What follows belongs to an exercise in optimizing a design on an open flow for small area; a production flow would make more cautious choices. In this exercise RTL edits were held to simulation tests only and were not proved equivalent to the original. Power is estimated from default activity; no workload was simulated.

===== design.v =====
module drc_tx_engine #(
    parameter P_TXMAX   = 16,                  
    parameter HALT_PMAX = 8                    
) (
    input  wire        clk,
    input  wire        rst,                    
    input  wire        enable,                 
    input  wire        cfg_we,                 
    input  wire [4:0]  cfg_addr,
    input  wire [31:0] cfg_wdata,
    input  wire        send,                   
    input  wire        force_stop,             
    input  wire [1:0]  flag_clr,               
    output wire        tx_valid,
    output wire [7:0]  tx_data,
    input  wire        tx_ready,
    output wire        host_busy,              
    output reg         host_done,              
    output wire        halt_busy,              
    output reg         abort,
    output reg         fstop_drop
);
    localparam [7:0] SOP   = 8'h8D;
    localparam [7:0] EOP   = 8'hD8;
    localparam [7:0] ESC   = 8'hAB;
    localparam [7:0] XMASK = 8'h88;
    localparam HOST_CMAX = 7 + P_TXMAX + 1;    
    localparam HALT_CMAX = 7 + HALT_PMAX + 1;  
    localparam [1:0] K_IDLE = 2'd0;
    localparam [1:0] K_HOST = 2'd1;
    localparam [1:0] K_HALT = 2'd2;
    localparam [1:0] P_SOP  = 2'd0;
    localparam [1:0] P_BODY = 2'd1;
    localparam [1:0] P_EOP  = 2'd2;
    reg [31:0] tx_hdr;
    reg [23:0] tx_aux;
    reg [4:0]  tx_plen;
    reg [7:0]  tx_param [0:P_TXMAX-1];
    reg [31:0] halt_hdr;
    reg [23:0] halt_aux;
    reg [3:0]  halt_plen;
    reg        halt_armed;
    reg [7:0]  halt_param [0:HALT_PMAX-1];
    integer i;
    always @(posedge clk) begin
        if (rst) begin
            tx_hdr     <= 32'd0;
            tx_aux     <= 24'd0;
            tx_plen    <= 5'd0;
            halt_hdr   <= 32'd0;
            halt_aux   <= 24'd0;
            halt_plen  <= 4'd0;
            halt_armed <= 1'b0;
            for (i = 0; i < P_TXMAX; i = i + 1)   tx_param[i]   <= 8'd0;
            for (i = 0; i < HALT_PMAX; i = i + 1) halt_param[i] <= 8'd0;
        end else if (cfg_we) begin
            case (cfg_addr)
                5'd0: tx_hdr  <= cfg_wdata;
                5'd1: tx_aux  <= cfg_wdata[23:0];
                5'd2: tx_plen <= (cfg_wdata[8:0] > P_TXMAX) ? P_TXMAX[4:0] : cfg_wdata[4:0];
                5'd3: halt_hdr <= cfg_wdata;
                5'd4: halt_aux <= cfg_wdata[23:0];
                5'd5: begin
                    halt_plen  <= (cfg_wdata[3:0] > HALT_PMAX) ? HALT_PMAX[3:0] : cfg_wdata[3:0];
                    halt_armed <= cfg_wdata[31];
                end
                default: begin
                    if (cfg_addr >= 5'd8 && cfg_addr < 5'd8 + HALT_PMAX)
                        halt_param[cfg_addr - 5'd8] <= cfg_wdata[7:0];
                    if (cfg_addr >= 5'd16)
                        tx_param[cfg_addr - 5'd16] <= cfg_wdata[7:0];
                end
            endcase
        end
    end
    reg [7:0] host_c [0:HOST_CMAX-1];
    reg [4:0] host_clen;
    reg [7:0] halt_c [0:HALT_CMAX-1];
    reg [4:0] halt_clen;
    reg [7:0] hb_hdr [0:6];
    reg [2:0] hb_hlen;
    reg [7:0] hb_sum;
    integer k;
    always @* begin
        for (k = 0; k < 7; k = k + 1) hb_hdr[k] = 8'd0;
        hb_hlen = 3'd0;
        hb_hdr[hb_hlen] = tx_hdr[7:0];    hb_hlen = hb_hlen + 3'd1;
        if (tx_hdr[4]) begin hb_hdr[hb_hlen] = tx_aux[7:0];   hb_hlen = hb_hlen + 3'd1; end
        if (tx_hdr[5]) begin hb_hdr[hb_hlen] = tx_aux[15:8];  hb_hlen = hb_hlen + 3'd1; end
        hb_hdr[hb_hlen] = tx_hdr[15:8];   hb_hlen = hb_hlen + 3'd1;
        hb_hdr[hb_hlen] = tx_hdr[23:16];  hb_hlen = hb_hlen + 3'd1;
        hb_hdr[hb_hlen] = tx_hdr[31:24];  hb_hlen = hb_hlen + 3'd1;
        if (tx_hdr[0]) begin hb_hdr[hb_hlen] = tx_aux[23:16]; hb_hlen = hb_hlen + 3'd1; end
        hb_sum = 8'd0;
        for (k = 0; k < 7; k = k + 1)
            if (k < hb_hlen) hb_sum = hb_sum + hb_hdr[k];
        for (k = 0; k < P_TXMAX; k = k + 1)
            if (k < tx_plen) hb_sum = hb_sum + tx_param[k];
        for (k = 0; k < HOST_CMAX; k = k + 1) begin
            if (k < hb_hlen)
                host_c[k] = hb_hdr[k];
            else if (k - hb_hlen < tx_plen)
                host_c[k] = tx_param[k - hb_hlen];
            else if (k - hb_hlen == tx_plen)
                host_c[k] = ~hb_sum;
            else
                host_c[k] = 8'd0;
        end
        host_clen = hb_hlen + tx_plen + 5'd1;
    end
    reg [7:0] lb_hdr [0:6];
    reg [2:0] lb_hlen;
    reg [7:0] lb_sum;
    always @* begin
        for (k = 0; k < 7; k = k + 1) lb_hdr[k] = 8'd0;
        lb_hlen = 3'd0;
        lb_hdr[lb_hlen] = halt_hdr[7:0];    lb_hlen = lb_hlen + 3'd1;
        if (halt_hdr[4]) begin lb_hdr[lb_hlen] = halt_aux[7:0];   lb_hlen = lb_hlen + 3'd1; end
        if (halt_hdr[5]) begin lb_hdr[lb_hlen] = halt_aux[15:8];  lb_hlen = lb_hlen + 3'd1; end
        lb_hdr[lb_hlen] = halt_hdr[15:8];   lb_hlen = lb_hlen + 3'd1;
        lb_hdr[lb_hlen] = halt_hdr[23:16];  lb_hlen = lb_hlen + 3'd1;
        lb_hdr[lb_hlen] = halt_hdr[31:24];  lb_hlen = lb_hlen + 3'd1;
        if (halt_hdr[0]) begin lb_hdr[lb_hlen] = halt_aux[23:16]; lb_hlen = lb_hlen + 3'd1; end
        lb_sum = 8'd0;
        for (k = 0; k < 7; k = k + 1)
            if (k < lb_hlen) lb_sum = lb_sum + lb_hdr[k];
        for (k = 0; k < HALT_PMAX; k = k + 1)
            if (k < halt_plen) lb_sum = lb_sum + halt_param[k];
        for (k = 0; k < HALT_CMAX; k = k + 1) begin
            if (k < lb_hlen)
                halt_c[k] = lb_hdr[k];
            else if (k - lb_hlen < halt_plen)
                halt_c[k] = halt_param[k - lb_hlen];
            else if (k - lb_hlen == halt_plen)
                halt_c[k] = ~lb_sum;
            else
                halt_c[k] = 8'd0;
        end
        halt_clen = lb_hlen + halt_plen + 5'd1;
    end
    reg       hq_valid;
    reg [7:0] hq [0:HOST_CMAX-1];
    reg [4:0] hq_len;
    reg       lq_valid;
    reg [7:0] lq [0:HALT_CMAX-1];
    reg [4:0] lq_len;
    reg [1:0] cur_kind;
    reg [1:0] phase;
    reg [7:0] cur [0:HOST_CMAX-1];
    reg [4:0] cur_len;
    reg [4:0] pos;
    reg       esc_2nd;                         
    reg       fs_q;                            
    wire [7:0] cur_b    = cur[pos];
    wire       cur_spec = (cur_b == SOP) || (cur_b == EOP) || (cur_b == ESC);
    assign tx_valid = enable && (cur_kind != K_IDLE || hq_valid || lq_valid);
    assign tx_data  = (cur_kind == K_IDLE) ? SOP :
                      (phase == P_EOP)     ? EOP :
                      esc_2nd              ? (cur_b ^ XMASK) :
                      cur_spec             ? ESC : cur_b;
    wire xfer      = tx_valid && tx_ready;
    wire start     = xfer && (cur_kind == K_IDLE);
    wire start_lq  = start && lq_valid;
    wire start_hq  = start && !lq_valid;
    wire fin       = xfer && (cur_kind != K_IDLE) && (phase == P_EOP);
    assign host_busy = hq_valid || (cur_kind == K_HOST);
    assign halt_busy = lq_valid || (cur_kind == K_HALT);
    wire admit     = send && enable && !host_busy;
    wire fs_edge   = force_stop && !fs_q;
    wire halt_go   = fs_edge && enable && halt_armed;
    always @(posedge clk)
        fs_q <= force_stop;
    always @(posedge clk) begin
        if (rst) begin
            hq_valid   <= 1'b0;
            hq_len     <= 5'd0;
            lq_valid   <= 1'b0;
            lq_len     <= 5'd0;
            cur_kind   <= K_IDLE;
            phase      <= P_SOP;
            cur_len    <= 5'd0;
            pos        <= 5'd0;
            esc_2nd    <= 1'b0;
            host_done  <= 1'b0;
            abort      <= 1'b0;
            fstop_drop <= 1'b0;
        end else begin
            host_done <= 1'b0;
            if (flag_clr[0]) abort      <= 1'b0;
            if (flag_clr[1]) fstop_drop <= 1'b0;
            if (fs_edge) begin
                abort <= 1'b1;
                if (!halt_go) fstop_drop <= 1'b1;
            end
            if (start_hq) hq_valid <= 1'b0;
            if (admit) begin
                hq_valid <= 1'b1;
                hq_len   <= host_clen;
            end
            if (start_lq) lq_valid <= 1'b0;
            if (halt_go && !lq_valid) begin
                lq_valid <= 1'b1;
                lq_len   <= halt_clen;
            end
            if (start) begin
                cur_kind <= lq_valid ? K_HALT : K_HOST;
                cur_len  <= lq_valid ? lq_len : hq_len;
                phase    <= P_BODY;
                pos      <= 5'd0;
                esc_2nd  <= 1'b0;
            end else if (xfer && phase == P_BODY) begin
                if (cur_spec && !esc_2nd) begin
                    esc_2nd <= 1'b1;
                end else begin
                    esc_2nd <= 1'b0;
                    pos     <= pos + 5'd1;
                    if (pos == cur_len - 5'd1)
                        phase <= P_EOP;
                end
            end else if (fin) begin
                if (cur_kind == K_HOST) host_done <= 1'b1;
                cur_kind <= K_IDLE;
                phase    <= P_SOP;
                pos      <= 5'd0;
            end
        end
    end
    integer m;
    always @(posedge clk) begin
        if (!rst) begin
            if (admit)
                for (m = 0; m < HOST_CMAX; m = m + 1) hq[m] <= host_c[m];
            if (halt_go && !lq_valid)
                for (m = 0; m < HALT_CMAX; m = m + 1) lq[m] <= halt_c[m];
            if (start) begin
                for (m = 0; m < HOST_CMAX; m = m + 1)
                    cur[m] <= lq_valid ? ((m < HALT_CMAX) ? lq[m] : 8'd0) : hq[m];
            end
        end
    end
endmodule

===== config.mk =====
export PLATFORM = sky130hd
export DESIGN_NAME = drc_tx_engine
export DESIGN_NICKNAME = drc_tx_engine
export VERILOG_FILES = /design/flow/design.v
export SDC_FILE = /design/flow/constraint.sdc
export NUM_CORES = 4
export LEC_CHECK = 0
export CAP_MARGIN = 20
export CORE_MARGIN = 2
export CORE_UTILIZATION = 40
export SLEW_MARGIN = 20

===== constraint.sdc =====
create_clock -name core_clock -period 40.0 [get_ports {clk}]
set_input_delay 8.0000 -clock core_clock [delete_from_list [all_inputs] [get_ports {clk}]]
set_output_delay 8.0000 -clock core_clock [all_outputs]
set_load 0.01 [all_outputs]

===== run.sh =====
#!/bin/bash
# synth_recipe.tcl (not shown) runs the flow's synth.tcl, then flattens the netlist and writes it again
# the make line also repeats each setting of config.mk as NAME=value (left out here)
make -C /OpenROAD-flow-scripts/flow DESIGN_CONFIG=/design/flow/config.mk WORK_HOME=/design/flow/orfs CLKGATE_MAP_FILE= SYNTH_SCRIPT=/design/flow/synth_recipe.tcl finish

==> metrics.log <==
[metrics] status: timing/DRC/antenna clean
[metrics] final hold violations: 0
[metrics] ratio of final minimum period to clock period: around 70%
[metrics] number of standard cells after synthesis: ~6900
[metrics] Crit. Startpoint: tx_hdr[4]
[metrics] Placeable Area: between 150000 and 200000 um2
[metrics] number of gates resized after CTS: 0
[metrics] Initial Utilization: about two fifths
[metrics] largest incremental delay on the critical path: 0.67 ns
[metrics] worst reg2reg path depth: 118
[metrics] data required time of the critical path: 40.45 ns
[metrics] Worst Hold Class: flop to flop
[metrics] total overflow reported by the global router: 0
[metrics] Netlist cell types: 123
[metrics] number of synthesis warnings: 8
[metrics] flip-flop cell with the highest count after synthesis: edfxtp_1
[metrics] via density per instance: about 6.3
[metrics] worst-case register-to-register setup slack: 11.91 ns
[metrics] hold path cells: 2
[metrics] clock root buffer master: clkbuf_16
[metrics] clk sink count: between 800 and 900
[metrics] critical path launch point type: flop
[metrics] leading cell type in the layout, fill and taps excluded: nand2_1
[metrics] Max Clk Rate: 0.03560 GHz
[metrics] clock tree from TritonCTS: yes
[metrics] launch instance of the worst register-to-register path: tx_hdr[4]
[metrics] crit path max-delay cell type: ha_1
[metrics] gpl congestion: 1.065
[metrics] category of the critical setup timing path: flop to flop
[metrics] final-stage net count: just over 7000
[metrics] Port Buffers: 59
[metrics] number of violations reported at the end of detailed-routing iteration 0: approximately 8500
[metrics] Synth-to-Final Area Change: 9.557%
[metrics] number of enable flip-flop cells after synthesis: 704
[metrics] Post-Place Worst Slack: 12.32 ns
[metrics] setup repair after global routing missed its margin: no
[metrics] most common cell type on the critical path: ha_1
[metrics] post-CTS setup buffers: 0
[metrics] height of the die: just over 400 um
[metrics] commonest non-fill, non-tap cells in the layout: 828 x nand2_1, 704 x edfxtp_1, 590 x mux2i_1, 516 x nor2_1, 481 x a21oi_1
[metrics] Post-DP HPWL: 214400 um
[metrics] post-route antenna net violation count: 0
[metrics] total negative slack for setup checks: 0 ns
[metrics] area of the die: approximately 160000 um2
[metrics] CTS H-Tree Depth: 3
[metrics] final period demand of the worst path: 28.09 ns
[metrics] width of the die: roughly 400 um
[metrics] count of max-cap constraint violations: 0
[metrics] placement row count: approximately 150
[metrics] post-route setup slack: 11.91 ns
[metrics] clock-pin slew reported for the worst setup and hold paths after clock tree synthesis: 0.06 ns
[metrics] CTS Hold Buffers Added: 0
[metrics] first-pass GRT wire length: 384600 um
[metrics] maximum number of pins on one net before global-route repair: 191
[metrics] critical path data arrival time: between 20 and 30 ns
[metrics] end of the worst register-to-register path: hq[6][7]
[metrics] final routed wire length divided by cell count: 31.00 um
[metrics] leakage power figure: 28.81 nW
[metrics] min-delay src: halt_aux[0]
[metrics] clock network latency to the later pin of the worst-skew pair: between 0.7 and 0.8 ns
[metrics] initial antenna violation count: 33
[metrics] number of global-route vias before repair: ~52000
[metrics] worst vdd ir: 0.03370 mV
[metrics] CTS buffer count: 96
[metrics] cell area after synthesis: 64030 um2
[metrics] GRT Overall Usage: 32.84%
[metrics] number of max-slew violations in the final report: 0
[metrics] synthesized flop and latch total: ~860
[metrics] number of I/O pins: 60
[metrics] sort of element at the end of the critical path: flop
[metrics] proportion of synthesized chip area in sequential cells: a little under two fifths
[metrics] Async S/R FF share, synth: 0%
[metrics] post-synthesis area per instance: 9.306 um2
[metrics] iteration count of the initial detailed-routing pass: 7
[metrics] crit-path max FO: 27
[metrics] power density normalized to cell area: 34.42 nW/um2
[metrics] synthesized net count: 7326
[metrics] # DRC: 0
[metrics] worst relative slew slack: 11.33%
[metrics] via count of the routed design: between 50000 and 60000
[metrics] Tightest Pin Transition: 1.316 ns
[metrics] final wirelength: 277000 um
[metrics] endpoints failing setup: 0
[metrics] CTS Buffer Depth: 3
[metrics] Worst Hold Path EP: halt_aux[0]
[metrics] post-route clock skew: 0.07224 ns
[metrics] share of cells above drive strength 1: about 8.9%
==> final cells by class <==
type / instances / area (um2)
timing repair buffer: 194 / 1598
multi-input combinational: 5363 / 37340
clock inverter: 63 / 785.8
antenna: 8 / 20.02
inverter: 258 / 983.4
tap: 2072 / 2592
sequential: 857 / 24210
fill: 15190 / 88590
clock buffer: 118 / 2620
==> kinds of logic (layout without fill, tap and decap cells) <==
family	Yosys count	after routing	share of synthesized area (%)
DFF	857	857	37.80
muxes	760	760	12.21
AOI/OAI and AO/OA	1742	1742	17.89
and+or+nand+nor	2249	2249	16.71
other	0	8	0
adders and majority gates	400	400	8.252
xor gates and xnor gates	212	212	3.062
buffers and inverters	661	633	4.074
==> flip-flops by register name, summed over array words and instances, names as in the netlist, 2 cells and up <==
| register | flops |
|---|---|
| tx_aux | 24 |
| cur | 192 |
| phase | 2 |
| halt_param | 64 |
| halt_hdr | 32 |
| cur_kind | 2 |
| hq_len | 5 |
| lq | 128 |
| cur_len | 5 |
| halt_plen | 4 |
| tx_param | 128 |
| pos | 5 |
| hq | 192 |
| tx_plen | 5 |
| tx_hdr | 32 |
| halt_aux | 24 |
| lq_len | 5 |
==> worst max-delay path by stage <==
stage	to	cells after the start
floorplan	hq[3][7]	127
global placement	hq[6][7]	122
detailed placement	hq[6][7]	122
CTS	hq[6][7]	120
global route	hq[6][7]	120
finish	hq[6][7]	118
==> worst max-delay path: cells and delay by family, from the launching register on <==
family                   cells  cell delay (ns)
adder cells (fa/ha/maj)     25             8.64
AND/OR/NAND/NOR             34             6.39
AO/OA/AOI/OAI               30             6.01
XOR/XNOR                    17             3.32
buffers and inverters        7             1.51
multiplexers                 5             1.37
flip-flops                   1             0.45
==> per-stage QoR <==
step           hold slack, ns  cells  power, W  area (um2)  util (%)
2_1_floorplan          0.4332   6881  0.001299       64030         -
3_3_place_gp           0.4426   8742  0.001451       66700     42.01
3_5_place_dp           0.4474   8742  0.001456       66700     42.01
4_1_cts                0.4560   8923  0.002407       70100     44.16
5_1_grt                0.4761   8925  0.002480       70130     44.18
6_report               0.4593   8933  0.002415       70150     44.19
==> synth_stat cells, types with 38 or more instances <==
cell / instances / area share [%]
a21oi_1: 482 / 3.8
dfxtp_1: 153 / 4.8
o221ai_1: 39 / 0.53
a31oi_1: 45 / 0.44
xor2_1: 68 / 0.93
and2_1: 215 / 2.1
o211ai_1: 42 / 0.49
edfxtp_1: 704 / 33
and3_1: 50 / 0.49
a211oi_1: 46 / 0.54
o22ai_1: 116 / 1.1
mux2i_1: 591 / 9.2
a22oi_1: 98 / 1.1
nand3_1: 133 / 1.0
xnor2_1: 136 / 1.9
or2_2: 43 / 0.42
ha_1: 362 / 7.1
nor2b_1: 125 / 1.2
buf_1: 53 / 0.31
a32o_1: 54 / 0.84
o21ai_0: 323 / 2.5
nor2_1: 522 / 3.1
clkbuf_1: 302 / 1.8
nor3_1: 111 / 0.87
inv_1: 234 / 1.4
mux2_2: 168 / 3.0
nand2_1: 828 / 4.9
o21a_1: 53 / 0.62
a21o_1: 121 / 1.4
nand2b_1: 38 / 0.37
==> power breakdown <==
group,internal (W),switching [W]
Sequential,0.000985,0.0000224
Clock,0.000551,0.000407
Combinational,0.000151,0.000299
==> metal layers <==
layer,share of wire (%),vias up,track usage (%)
met4,4.4,28,13.13
li1,-,25100,-
met3,12,539,8.643
met5,0.13,-,0.7434
met1,42,27600,46.26
met2,42,3355,47.55

what the ideal ports hide:
Ports are ideal in the flow. The routed layout listed here was re-timed in OpenROAD. Step 1: set_driving_cell puts a clkbuf_16 on clk and a buf_2 on each other input, an assumption about the parent block. Step 2, shift: input delay + t, output delay - t, t = (earliest + latest rising clock arrival at the registers) / 2. This alone moves slack from input paths to output paths. a / b / c = ideal ports / drivers / drivers and shift; a / b = the first two.
shift t [ns]: 0.800
setup slack, ns: 11.913 / 11.913 / 11.913
hold slack, ns: 0.459 / 0.459 / 0.459
worst setup path after step 2: register to register
After both steps setup and hold are still met in this run. For this run, drivers alone change the setup slack by 0.000 ns; drivers and shift together by 0.000 ns.
